This is an optimization exercise on Yosys and OpenROAD, whose aim is small area, a short achievable clock period and few clock cycles, not a production implementation.
Where RTL was checked, it was by simulation tests only, not by an equivalence proof against the original.
No activity file was given, so power comes from the tool's default toggle rates.

Setup of the reference run:
==> flow/design.v (excerpt) <==
module m10_numeng #(
    parameter [31:0] REF_CLK   = 32'd50000000,
    parameter [31:0] K_MS      = 32'd1000,
    parameter [31:0] K_US      = 32'd1,
    parameter [7:0]  FINE_WRAP = 8'd127
) (
    input  wire        clk,
    input  wire        rst,
    input  wire        tick,
    input  wire        cmd_valid,
    output wire        cmd_ready,
    input  wire [7:0]  cmd_op,
    input  wire [7:0]  cmd_imm,
    input  wire [31:0] cmd_arg,
    output wire        rsp_valid,
    output wire [2:0]  rsp_err,
    output wire [31:0] rsp_data,
    output wire        tx_valid,
    input  wire        tx_ready,
    output wire [7:0]  tx_data
);
==> flow/config.mk <==
export PLATFORM = sky130hd
export DESIGN_NAME = m10_numeng
export DESIGN_NICKNAME = m10_numeng
export VERILOG_FILES = /design/flow/design.v
export SDC_FILE = /design/flow/constraint.sdc
export NUM_CORES = 4
export LEC_CHECK = 0
export ABC_AREA = 1
export CAP_MARGIN = 20
export CORE_MARGIN = 2
export CORE_UTILIZATION = 40
export PLACE_DENSITY = 0.6
export SETUP_SLACK_MARGIN = 2.5
export SLEW_MARGIN = 20
==> flow/constraint.sdc <==
create_clock -name core_clock -period 6.0 [get_ports {clk}]
set_input_delay 1.2000 -clock core_clock [delete_from_list [all_inputs] [get_ports {clk}]]
set_output_delay 1.2000 -clock core_clock [all_outputs]
set_load 0.01 [all_outputs]
run.sh (not shown) runs the stock make flow with config.mk's settings and CLKGATE_MAP_FILE= SYNTH_SCRIPT=/design/flow/synth_recipe.tcl, a recipe that flattens the netlist after the stock synthesis.
Testbench counts of the reference run, summed over its fixed seeds: cycles 24,638.
Setup changes, the reference run to the trial run
--- a/flow/design.v
+++ b/flow/design.v
@@ -12,21 +12,21 @@
     input  wire [7:0]  cmd_op,
     input  wire [7:0]  cmd_imm,
     input  wire [31:0] cmd_arg,
     output wire        rsp_valid,
     output wire [2:0]  rsp_err,
     output wire [31:0] rsp_data,
     output wire        tx_valid,
     input  wire        tx_ready,
     output wire [7:0]  tx_data
 );
-    localparam integer MD_K    = 2;             
+    localparam integer MD_K    = 3;             
     localparam [4:0]   MD_LAST = 24 / MD_K - 1;
     localparam [6:0]   FINE_LAST = FINE_WRAP[6:0] - 7'd1;
     localparam [25:0]  NREF = REF_CLK[25:0];
     localparam [1:0] F_DEC = 2'd0;
     localparam [1:0] F_HEX = 2'd1;
     localparam [1:0] F_OCT = 2'd2;
     localparam [1:0] F_BIN = 2'd3;
     function [2:0] top8;
         input [7:0] x;
         begin
@@ -189,36 +189,57 @@
             3'd6: in_anib = cmd_arg[27:24];  default: in_anib = cmd_arg[31:28];
         endcase
     end
     wire [2:0] tb_lo = top8({4'd0, in_anib});
     wire [4:0] tb_a = {tn_a, tb_lo[1:0]};
     wire       u8_hi    = (cmd_imm[7:4] != 4'd0);
     function [7:0] nib_bcd;
         input [3:0] n;
         nib_bcd = (n >= 4'd10) ? {4'd1, n - 4'd10} : {4'd0, n};
     endfunction
-    reg  [7:0] in_abcd;
+    function [11:0] byte_bcd;
+        input [7:0] v;
+        reg   [19:0] r;
+        integer i;
+        begin
+            r = {12'd0, v};
+            for (i = 0; i < 8; i = i + 1) begin
+                if (r[11:8] >= 4'd5)  r[11:8]  = r[11:8] + 4'd3;
+                if (r[15:12] >= 4'd5) r[15:12] = r[15:12] + 4'd3;
+                r = r << 1;
+            end
+            byte_bcd = r[19:8];
+        end
+    endfunction
+    reg  [7:0] in_abyte;    
     always @(*) begin
         case (tn_a)
-            3'd0: in_abcd = nib_bcd(cmd_arg[3:0]);    3'd1: in_abcd = nib_bcd(cmd_arg[7:4]);
-            3'd2: in_abcd = nib_bcd(cmd_arg[11:8]);   3'd3: in_abcd = nib_bcd(cmd_arg[15:12]);
-            3'd4: in_abcd = nib_bcd(cmd_arg[19:16]);  3'd5: in_abcd = nib_bcd(cmd_arg[23:20]);
-            3'd6: in_abcd = nib_bcd(cmd_arg[27:24]);  default: in_abcd = nib_bcd(cmd_arg[31:28]);
+            3'd1: in_abyte = cmd_arg[7:0];    3'd2: in_abyte = cmd_arg[11:4];
+            3'd3: in_abyte = cmd_arg[15:8];   3'd4: in_abyte = cmd_arg[19:12];
+            3'd5: in_abyte = cmd_arg[23:16];  3'd6: in_abyte = cmd_arg[27:20];
+            default: in_abyte = cmd_arg[31:24];
         endcase
     end
+    wire [11:0] in_bbcd = byte_bcd(i_u8 ? cmd_imm : in_abyte);
     wire [7:0] in_fbcd  = nib_bcd(i_u8 ? (u8_hi ? cmd_imm[7:4] : cmd_imm[3:0]) : in_anib);
     wire [2:0] in_tnib  = i_u8 ? {2'd0, u8_hi} : tn_a;
     reg  [31:0] in_low;
     always @(*)
         for (j = 0; j < 8; j = j + 1)
-            in_low[4*j +: 4] = (j < in_tnib) ? (i_u8 ? cmd_imm[4*j +: 4] : cmd_arg[4*j +: 4]) : 4'd0;
-    wire [2:0] in_nstart = (tn_n == 3'd7) ? 3'd7 : tn_n + 3'd1;
+            in_low[4*j +: 4] = (j + 1 < in_tnib) ? cmd_arg[4*j +: 4] : 4'd0;
+    reg  [7:0] az;          
+    always @(*) begin
+        az[0] = ~|cmd_arg[3:0];
+        for (j = 1; j < 8; j = j + 1)
+            az[j] = az[j-1] && ~|cmd_arg[4*j +: 4];
+    end
+    wire [2:0] in_nstart = (tn_n != 3'd7 && az[tn_n]) ? tn_n + 3'd1 : tn_n;
     reg  [39:0] in_rev;
     always @(*) begin
         in_rev[7:0] = 8'd0;
         for (j = 0; j < 8; j = j + 1)
             in_rev[4*(9-j) +: 4] = cmd_arg[4*j +: 4];
     end
     reg  [7:0] nz_t;
     always @(*)
         for (j = 0; j < 8; j = j + 1)
             nz_t[j] = |T[4*j +: 4];
@@ -520,23 +541,28 @@
             eg_ok   <= i_pok;
             eg_fmt <= in_fmt;
             eg_neg <= in_neg;
             eg_nl  <= i_pl;
             eg_tb  <= tb_a;
             if (in_fmt == F_DEC && in_neg) begin
                 C       <= {8'd0, pinc(~cmd_arg, 1'b1)};
                 eq      <= in_nstart;
                 eg_done <= 1'b0;
             end else if (in_fmt == F_DEC) begin
-                C       <= {in_fbcd[3:0], in_fbcd[7:4], in_low};
-                eq      <= in_tnib - 3'd1;
-                eg_done <= (in_tnib == 3'd0);
+                if (in_tnib == 3'd0) begin
+                    C       <= {in_fbcd[3:0], in_fbcd[7:4], 32'd0};
+                    eg_done <= 1'b1;
+                end else begin
+                    C       <= {in_bbcd[3:0], in_bbcd[7:4], in_bbcd[11:8], in_low[27:0]};
+                    eq      <= in_tnib - 3'd2;
+                    eg_done <= (in_tnib == 3'd1);
+                end
             end else begin
                 C       <= in_rev;
                 eg_done <= 1'b1;
             end
         end else if (eg_dead || (eg_spec && (!cmd_valid || (p_take && !eg_ok))) || xfer) begin
             eg_act <= 1'b0;
         end else begin
             if (eg_spec && p_take)
                 eg_com <= 1'b1;
             if (!eg_done) begin
--- outcome ---
As far as final setup TNS goes, the trial run and the reference run are indistinguishable; the numbers are identical. Compared with the reference run, the trial run shows critical path depth higher by 20. flop to flop as the critical setup path kind was reported by the reference run, and input pin to flop by the trial run. Compared to the reference run, the trial run has power per cell area about 3.6% lower. Taking the reference run as the reference, in the trial run final clock period utilization by the worst path went up 28 points; multi-input combinational cell area increased about 17%; core occupancy in the finished layout now sits higher.
For the trial run, only the layout was checked, not whether the RTL still works.

========
== v6 ==
Another version of the RTL of m10_numeng (not shown whole).
Size: roughly 3,800 cells after synthesis, roughly 290 flip-flops, about 99 I/O pins, about 25,000 µm² of cells after synthesis.
clock: 6.0 ns
lec_check: 0
abc_area: 1
cap_margin: 20
core_margin: 2
core_utilization: 40
place_density: 0.6
setup_slack_margin: 2.5
slew_margin: 20
Testbench counts of v6, summed over its fixed seeds: cycles 24,389.
For v7, these inputs were changed with respect to v6:
--- a/flow/design.v
+++ b/flow/design.v
@@ -203,23 +203,29 @@
             3'd2: in_abcd = nib_bcd(cmd_arg[11:8]);   3'd3: in_abcd = nib_bcd(cmd_arg[15:12]);
             3'd4: in_abcd = nib_bcd(cmd_arg[19:16]);  3'd5: in_abcd = nib_bcd(cmd_arg[23:20]);
             3'd6: in_abcd = nib_bcd(cmd_arg[27:24]);  default: in_abcd = nib_bcd(cmd_arg[31:28]);
         endcase
     end
     wire [7:0] in_fbcd  = nib_bcd(i_u8 ? (u8_hi ? cmd_imm[7:4] : cmd_imm[3:0]) : in_anib);
     wire [2:0] in_tnib  = i_u8 ? {2'd0, u8_hi} : tn_a;
     reg  [31:0] in_low;
     always @(*)
         for (j = 0; j < 8; j = j + 1)
             in_low[4*j +: 4] = (j < in_tnib) ? (i_u8 ? cmd_imm[4*j +: 4] : cmd_arg[4*j +: 4]) : 4'd0;
-    wire [2:0] in_nstart = (tn_n == 3'd7) ? 3'd7 : tn_n + 3'd1;
+    reg  [7:0] az;          
+    always @(*) begin
+        az[0] = ~|cmd_arg[3:0];
+        for (j = 1; j < 8; j = j + 1)
+            az[j] = az[j-1] && ~|cmd_arg[4*j +: 4];
+    end
+    wire [2:0] in_nstart = (tn_n != 3'd7 && az[tn_n]) ? tn_n + 3'd1 : tn_n;
     reg  [39:0] in_rev;
     always @(*) begin
         in_rev[7:0] = 8'd0;
         for (j = 0; j < 8; j = j + 1)
             in_rev[4*(9-j) +: 4] = cmd_arg[4*j +: 4];
     end
     reg  [7:0] nz_t;
     always @(*)
         for (j = 0; j < 8; j = j + 1)
             nz_t[j] = |T[4*j +: 4];
     wire [2:0] tn_t = top8(nz_t);
## What came out
v7 vs. v6: peak fanout along the critical path decreased by 1 relative to the old numbers; number of fill cells in the layout increased by 1.6% relative to the old numbers. Power in the clock group delta (v7 − v6): unfavourable. Of v6 and v7, v6 shows the higher non-clock buffer count, with v7 below it. [compare] base=v6 new=v7: register share of the cell area ~0 delta, critical path depth -5, share of cells above drive strength 1 -0.47 points, post-route non-filler standard cell count +127. Summary of v7 over v6: number of resized instances in the post-cts repair step +13; arithmetic-cell share of the synthesized area counting full adders, half adders and majority gates essentially unchanged.
Testbench counts of v7, summed over its fixed seeds: cycles 24,253.

[what the ideal ports hide]
How much do the figures lean on ideal ports? The routed layouts below were timed once more, with nothing changed but the port constraints.
Step 1 (the two cells are an assumption about what drives the block):
set clk [get_ports {clk}]
set_driving_cell -lib_cell sky130_fd_sc_hd__clkbuf_16 $clk
set_driving_cell -lib_cell sky130_fd_sc_hd__buf_2 [delete_from_list [all_inputs] $clk]
Step 2, shift: input delay + t, output delay - t, t = (earliest + latest rising clock arrival at the registers) / 2. This alone moves slack from input paths to output paths.
Three values: ideal, step 1, step 2; two values: the first two.
| run | shift t [ns] | setup slack, ns | clock arrival spread, ns | pins driven straight from the clock port |
|---|---|---|---|---|
| the reference run | 0.623 | 2.457 / 2.457 / 1.890 | 0.038 / 0.038 | 1 |
| the trial run | 0.619 | 0.758 / 0.781 / 0.162 | 0.020 / 0.021 | 1 |
| v6 | 0.631 | 2.479 / 2.453 / 1.970 | 0.047 / 0.047 | 1 |
| v7 | 0.624 | 2.431 / 2.431 / 1.942 | 0.045 / 0.044 | 1 |
After both steps setup and hold are still met in every run listed. For the trial run, which loses most, drivers alone change the setup slack by +0.023 ns; drivers and shift together by -0.596 ns.
